Background: an optimization exercise with open tools, aiming at small area, a short achievable clock period and few clock cycles. Do not read the settings as production practice.
Function was checked by simulation only, so behaviour that the tests miss may differ from the original.
No activity file was given, so power comes from the tool's default toggle rates.

== build 9 ==
==> flow/design.v (excerpt) <==
module scc_core (
    input  wire        clk,
    input  wire        rst,
    input  wire        cmd_valid,
    output wire        cmd_ready,
    input  wire [63:0] cmd_word,
    output wire        rsp_valid,
    input  wire        rsp_ready,
    output wire [63:0] rsp_word,
    output wire        prim_valid,
    output wire [3:0]  prim_kind,
    output wire [15:0] prim_addr,
    output wire [31:0] prim_arg,
    input  wire        prim_ack,
    input  wire        prim_fail,
    input  wire [7:0]  prim_rdata,
    output wire [1:0]  st_pst,
    output wire        st_strm,
    output wire        st_inited,
    output wire [2:0]  st_gpio_lvl,
    output wire [2:0]  st_gpio_dir,
    output wire        st_clk_en,
    output wire [31:0] st_clk_hz,
    output wire [3:0]  st_rail_en
);
==> flow/config.mk <==
export PLATFORM = sky130hd
export DESIGN_NAME = scc_core
export DESIGN_NICKNAME = scc_core
export VERILOG_FILES = /design/flow/design.v
export SDC_FILE = /design/flow/constraint.sdc
export NUM_CORES = 4
export LEC_CHECK = 0
export CAP_MARGIN = 20
export CORE_MARGIN = 2
export CORE_UTILIZATION = 55
export CTS_BUF_LIST = sky130_fd_sc_hd__clkbuf_4 sky130_fd_sc_hd__clkbuf_8
export CTS_CLUSTER_DIAMETER = 100
export CTS_CLUSTER_SIZE = 30
export SLEW_MARGIN = 20
export DONT_USE_CELLS += sky130_fd_sc_hd__ha_1 sky130_fd_sc_hd__ha_2 sky130_fd_sc_hd__ha_4 sky130_fd_sc_hd__fa_1 sky130_fd_sc_hd__fa_2 sky130_fd_sc_hd__fa_4
export SKIP_REPAIR_TIE_FANOUT = 1
==> flow/constraint.sdc <==
create_clock -name core_clock -period 10.0 [get_ports {clk}]
set_input_delay 2.0000 -clock core_clock [delete_from_list [all_inputs] [get_ports {clk}]]
set_output_delay 2.0000 -clock core_clock [all_outputs]
set_load 0.01 [all_outputs]
standard.sh (not shown) runs the stock make flow with config.mk's settings and CLKGATE_MAP_FILE= SYNTH_SCRIPT=/design/flow/synth_recipe.tcl, a recipe that flattens the netlist after the stock synthesis.
==> flow/flow/run.sh <==
#!/bin/bash
set -euo pipefail
export SETUP_SLACK_MARGIN=6
export BUFFER_PORTS_ARGS="-buffer_cell sky130_fd_sc_hd__buf_1"
echo 'export DONT_USE_CELLS += sky130_fd_sc_hd__ha_1 sky130_fd_sc_hd__ha_2 sky130_fd_sc_hd__ha_4 sky130_fd_sc_hd__fa_1 sky130_fd_sc_hd__fa_2 sky130_fd_sc_hd__fa_4' >> config.mk
echo 'export SKIP_REPAIR_TIE_FANOUT = 1' >> config.mk
bash standard.sh > flow_make.log 2>&1
Testbench counts of build 9, summed over its fixed seeds: cycles 21,737.
Modified inputs, build 40 compared to build 9
--- a/flow/flow/run.sh
+++ b/flow/flow/run.sh
@@ -1,5 +1,5 @@
 #!/bin/bash
 set -euo pipefail
-export SETUP_SLACK_MARGIN=6
+export SETUP_SLACK_MARGIN=6.4
 export BUFFER_PORTS_ARGS="-buffer_cell sky130_fd_sc_hd__buf_1"
 echo 'export DONT_USE_CELLS += sky130_fd_sc_hd__ha_1 sky130_fd_sc_hd__ha_2 sky130_fd_sc_hd__ha_4 sky130_fd_sc_hd__fa_1 sky130_fd_sc_hd__fa_2 sky130_fd_sc_hd__fa_4' >> config.mk
--- a/flow/config.mk
+++ b/flow/config.mk
@@ -6,10 +6,9 @@
 export NUM_CORES = 4
 export LEC_CHECK = 0
+export ABC_AREA = 1
 export CAP_MARGIN = 20
 export CORE_MARGIN = 2
 export CORE_UTILIZATION = 55
 export CTS_BUF_LIST = sky130_fd_sc_hd__clkbuf_4 sky130_fd_sc_hd__clkbuf_8
-export CTS_CLUSTER_DIAMETER = 100
-export CTS_CLUSTER_SIZE = 30
 export SLEW_MARGIN = 20
 export DONT_USE_CELLS += sky130_fd_sc_hd__ha_1 sky130_fd_sc_hd__ha_2 sky130_fd_sc_hd__ha_4 sky130_fd_sc_hd__fa_1 sky130_fd_sc_hd__fa_2 sky130_fd_sc_hd__fa_4
==> notes.md <==
Build 40: no failed stages, no open violations at the end. Of the two values seen for worst setup path startpoint, cmd_word[56] was produced by build 40 and cmd_word[35] by build 9. Build 9 -> build 40: area overhead of the layout relative to synthesis flat. Build 40 vs build 9 — count of inverters not on the clock network in the layout rose about 600%. Diff build 9 -> build 40: combinational share of power flat; area of the die shrank by 220 sq um; overall power went down; count of plain and timing-repair buffers in the layout fell by about 5%. Between build 9 and build 40, the difference in insertion delay to the later sink of the worst-skew pair is negligible. Switching power in build 40 is 0.63% higher than in build 9. Summary of the comparison: overall routing resource usage is higher in build 40, relative to build 9. Met3 usage in global routing: build 40 > build 9.
Relative to build 40, the following input files were edited for build 87:
--- a/flow/flow/run.sh
+++ b/flow/flow/run.sh
@@ -1,5 +1,5 @@
 #!/bin/bash
 set -euo pipefail
-export SETUP_SLACK_MARGIN=6.4
+export SETUP_SLACK_MARGIN=6
 export BUFFER_PORTS_ARGS="-buffer_cell sky130_fd_sc_hd__buf_1"
 echo 'export DONT_USE_CELLS += sky130_fd_sc_hd__ha_1 sky130_fd_sc_hd__ha_2 sky130_fd_sc_hd__ha_4 sky130_fd_sc_hd__fa_1 sky130_fd_sc_hd__fa_2 sky130_fd_sc_hd__fa_4' >> config.mk
--- a/flow/config.mk
+++ b/flow/config.mk
@@ -6,8 +6,7 @@
 export NUM_CORES = 4
 export LEC_CHECK = 0
-export ABC_AREA = 1
 export CAP_MARGIN = 20
 export CORE_MARGIN = 2
-export CORE_UTILIZATION = 55
+export CORE_UTILIZATION = 60
 export CTS_BUF_LIST = sky130_fd_sc_hd__clkbuf_4 sky130_fd_sc_hd__clkbuf_8
 export SLEW_MARGIN = 20
--- outcome ---
Both conditions hold for build 87: the flow ran to the end and the final layout passed the timing, DRC and antenna checks.
[compare] base=build 40 new=build 87: number of standard cells after synthesis fell by 188; slack of the critical path down 0.39 ns.
Compared build 40 against build 87; design area within noise.
| routed via count divided by cell count | lower: build 40 |
Build 87 vs. build 40: combinational fraction of design power level, fraction of synthesized cell area in xor and xnor cells shows an increase of 1.2 points.
Build 40 vs build 87, library cell contributing the largest single delay on the critical path: sky130_fd_sc_hd__nor4_4 vs sky130_fd_sc_hd__or4_4
### build 87 -> build 61
==> flow/flow/run.sh <==
#!/bin/bash
set -euo pipefail
export SETUP_SLACK_MARGIN=6
export BUFFER_PORTS_ARGS="-buffer_cell sky130_fd_sc_hd__buf_1"
echo 'export DONT_USE_CELLS += sky130_fd_sc_hd__ha_1 sky130_fd_sc_hd__ha_2 sky130_fd_sc_hd__ha_4 sky130_fd_sc_hd__fa_1 sky130_fd_sc_hd__fa_2 sky130_fd_sc_hd__fa_4' >> config.mk
bash standard.sh > flow_make.log 2>&1
--- a/flow/config.mk
+++ b/flow/config.mk
@@ -8,7 +8,6 @@
 export CAP_MARGIN = 20
 export CORE_MARGIN = 2
-export CORE_UTILIZATION = 60
+export CORE_UTILIZATION = 55
 export CTS_BUF_LIST = sky130_fd_sc_hd__clkbuf_4 sky130_fd_sc_hd__clkbuf_8
 export SLEW_MARGIN = 20
 export DONT_USE_CELLS += sky130_fd_sc_hd__ha_1 sky130_fd_sc_hd__ha_2 sky130_fd_sc_hd__ha_4 sky130_fd_sc_hd__fa_1 sky130_fd_sc_hd__fa_2 sky130_fd_sc_hd__fa_4
-export SKIP_REPAIR_TIE_FANOUT = 1
Notes after the runs:
On global-route wire length before repair: build 61 sits above build 87. Compared with build 87, build 61 shows a higher die extent in x. | cell total after placement | build 61 vs build 87 | about 6% higher |. Summary: with build 87 as the reference, vias per cell in build 61 moved down by a few percent. Diff build 87 -> build 61: total power moved up; clock transition at the registers of the reported paths held. On met3 capacity usage during global routing, build 61 tracks build 87 almost exactly.

========
Another version of the RTL of scc_core (not shown whole).
Size: about 130 flip-flops, about 240 I/O pins.
clock: 10.0 ns
lec_check: 0
cap_margin: 20
core_margin: 2
core_utilization: 50
cts_buf_list: sky130_fd_sc_hd__clkbuf_4 sky130_fd_sc_hd__clkbuf_8
slew_margin: 20
==> flow/flow/run.sh <==
#!/bin/bash
set -euo pipefail
export SETUP_SLACK_MARGIN=6
export BUFFER_PORTS_ARGS="-buffer_cell sky130_fd_sc_hd__buf_1"
echo 'export DONT_USE_CELLS += sky130_fd_sc_hd__ha_1 sky130_fd_sc_hd__ha_2 sky130_fd_sc_hd__ha_4 sky130_fd_sc_hd__fa_1 sky130_fd_sc_hd__fa_2 sky130_fd_sc_hd__fa_4' >> config.mk
bash standard.sh > flow_make.log 2>&1
The starting point passed the timing, DRC and antenna checks.
Testbench counts at the start, summed over its fixed seeds: cycles 21,737.
Then changed:
--- a/flow/config.mk
+++ b/flow/config.mk
@@ -10,2 +10 @@
-export CORE_UTILIZATION = 50
-export CTS_BUF_LIST = sky130_fd_sc_hd__clkbuf_4 sky130_fd_sc_hd__clkbuf_8
+export CORE_UTILIZATION = 70
- hold slack improved by 5.5 ps
- global-route usage increases by 15 points
- synthesized area does not change
- cell area came out higher slightly
- worst setup slack gets worse by 64 ps
- first-iteration DRC count goes up by well over a third
- synthesized cell count is unchanged
- clock-buffer cell count increases by 7
- routed wire length climbs by a few percent
Then changed:
--- a/flow/config.mk
+++ b/flow/config.mk
@@ -10 +10,3 @@
-export CORE_UTILIZATION = 70
+export CORE_UTILIZATION = 55
+export CTS_BUF_LIST = sky130_fd_sc_hd__clkbuf_4 sky130_fd_sc_hd__clkbuf_8
+export PLACE_DENSITY = 0.7
After rerunning: The changed run finished with timing, DRC and antenna clean. Worst setup slack improves by 110 ps. Final cell count grows by 2.9%. Hold slack degrades by 6.7 ps. Die area grows by 26%. Final area shrinks by 2.2%. Via count shrinks by 7.9%. Core utilization shrinks by 19 points. Non-clock buffer count shrinks by 4. Sequential power hardly moves.
Then changed:
==> flow/flow/run.sh (replaced) <==
#!/bin/bash

set -euo pipefail
export SETUP_SLACK_MARGIN=6
export BUFFER_PORTS_ARGS="-buffer_cell sky130_fd_sc_hd__buf_1"
bash standard.sh > flow_make.log 2>&1
==> flow/config.mk (replaced) <==
export PLATFORM = sky130hd
export DESIGN_NAME = scc_core
export DESIGN_NICKNAME = scc_core
export VERILOG_FILES = /design/flow/design.v
export SDC_FILE = /design/flow/constraint.sdc
export NUM_CORES = 4
export LEC_CHECK = 0
export CAP_MARGIN = 20
export CORE_MARGIN = 2
export CORE_UTILIZATION = 55
export SLEW_MARGIN = 20
What happened:
- die area rises by about 0.5%
- combinational power falls by about 2%
- register-to-register slack is worse by 280 ps
- routed wire length falls by about 10%
- fmax is about the same
- worst hold slack is worse by 6.7 ps
- total power rises by about 10%
- sequential share of layout area falls by 1.1 points
- sequential power falls by about 2%

[static timing again, ports no longer ideal]
No port has a modelled driver above. Below, the same layouts with a new extraction and two added sets of constraints.
Step 1: set_driving_cell puts a clkbuf_16 on clk and a buf_2 on each other input, an assumption about the parent block.
Step 2 also shifts input and output timing later by t, the mid clock arrival at the registers, as if the neighbouring blocks saw the same clock.
Slacks: ideal ports / drivers / drivers and shift; pairs: ideal ports / drivers.
run | t (ns) | setup WS [ns] | latest minus earliest clock arrival (ns) | pins driven straight from the clock port
build 9 | 0.494 | 6.011 / 6.020 / 5.526 | 0.015 / 0.016 | 1
build 40 | 0.504 | 6.426 / 6.400 / 5.942 | 0.014 / 0.015 | 1
build 87 | 0.493 | 6.034 / 6.050 / 5.557 | 0.016 / 0.016 | 1
build 61 | 0.500 | 5.983 / 6.006 / 5.506 | 0.020 / 0.020 | 1
the first run of note 2 | 0.519 | 5.951 / 5.952 / 5.433 | 0.025 / 0.026 | 1
the second run of note 2 | 0.474 | 5.887 / 5.913 / 5.439 | 0.015 / 0.016 | 1
the third run of note 2 | 0.516 | 5.993 / 6.015 / 5.500 | 0.019 / 0.019 | 1
the fourth run of note 2 | 0.471 | 5.984 / 6.006 / 5.535 | 0.014 / 0.013 | 1
After both steps every run listed still meets setup and hold. The setup slack of the first run of note 2, which loses most, moves by +0.001 ns with the drivers and by -0.518 ns with both steps.
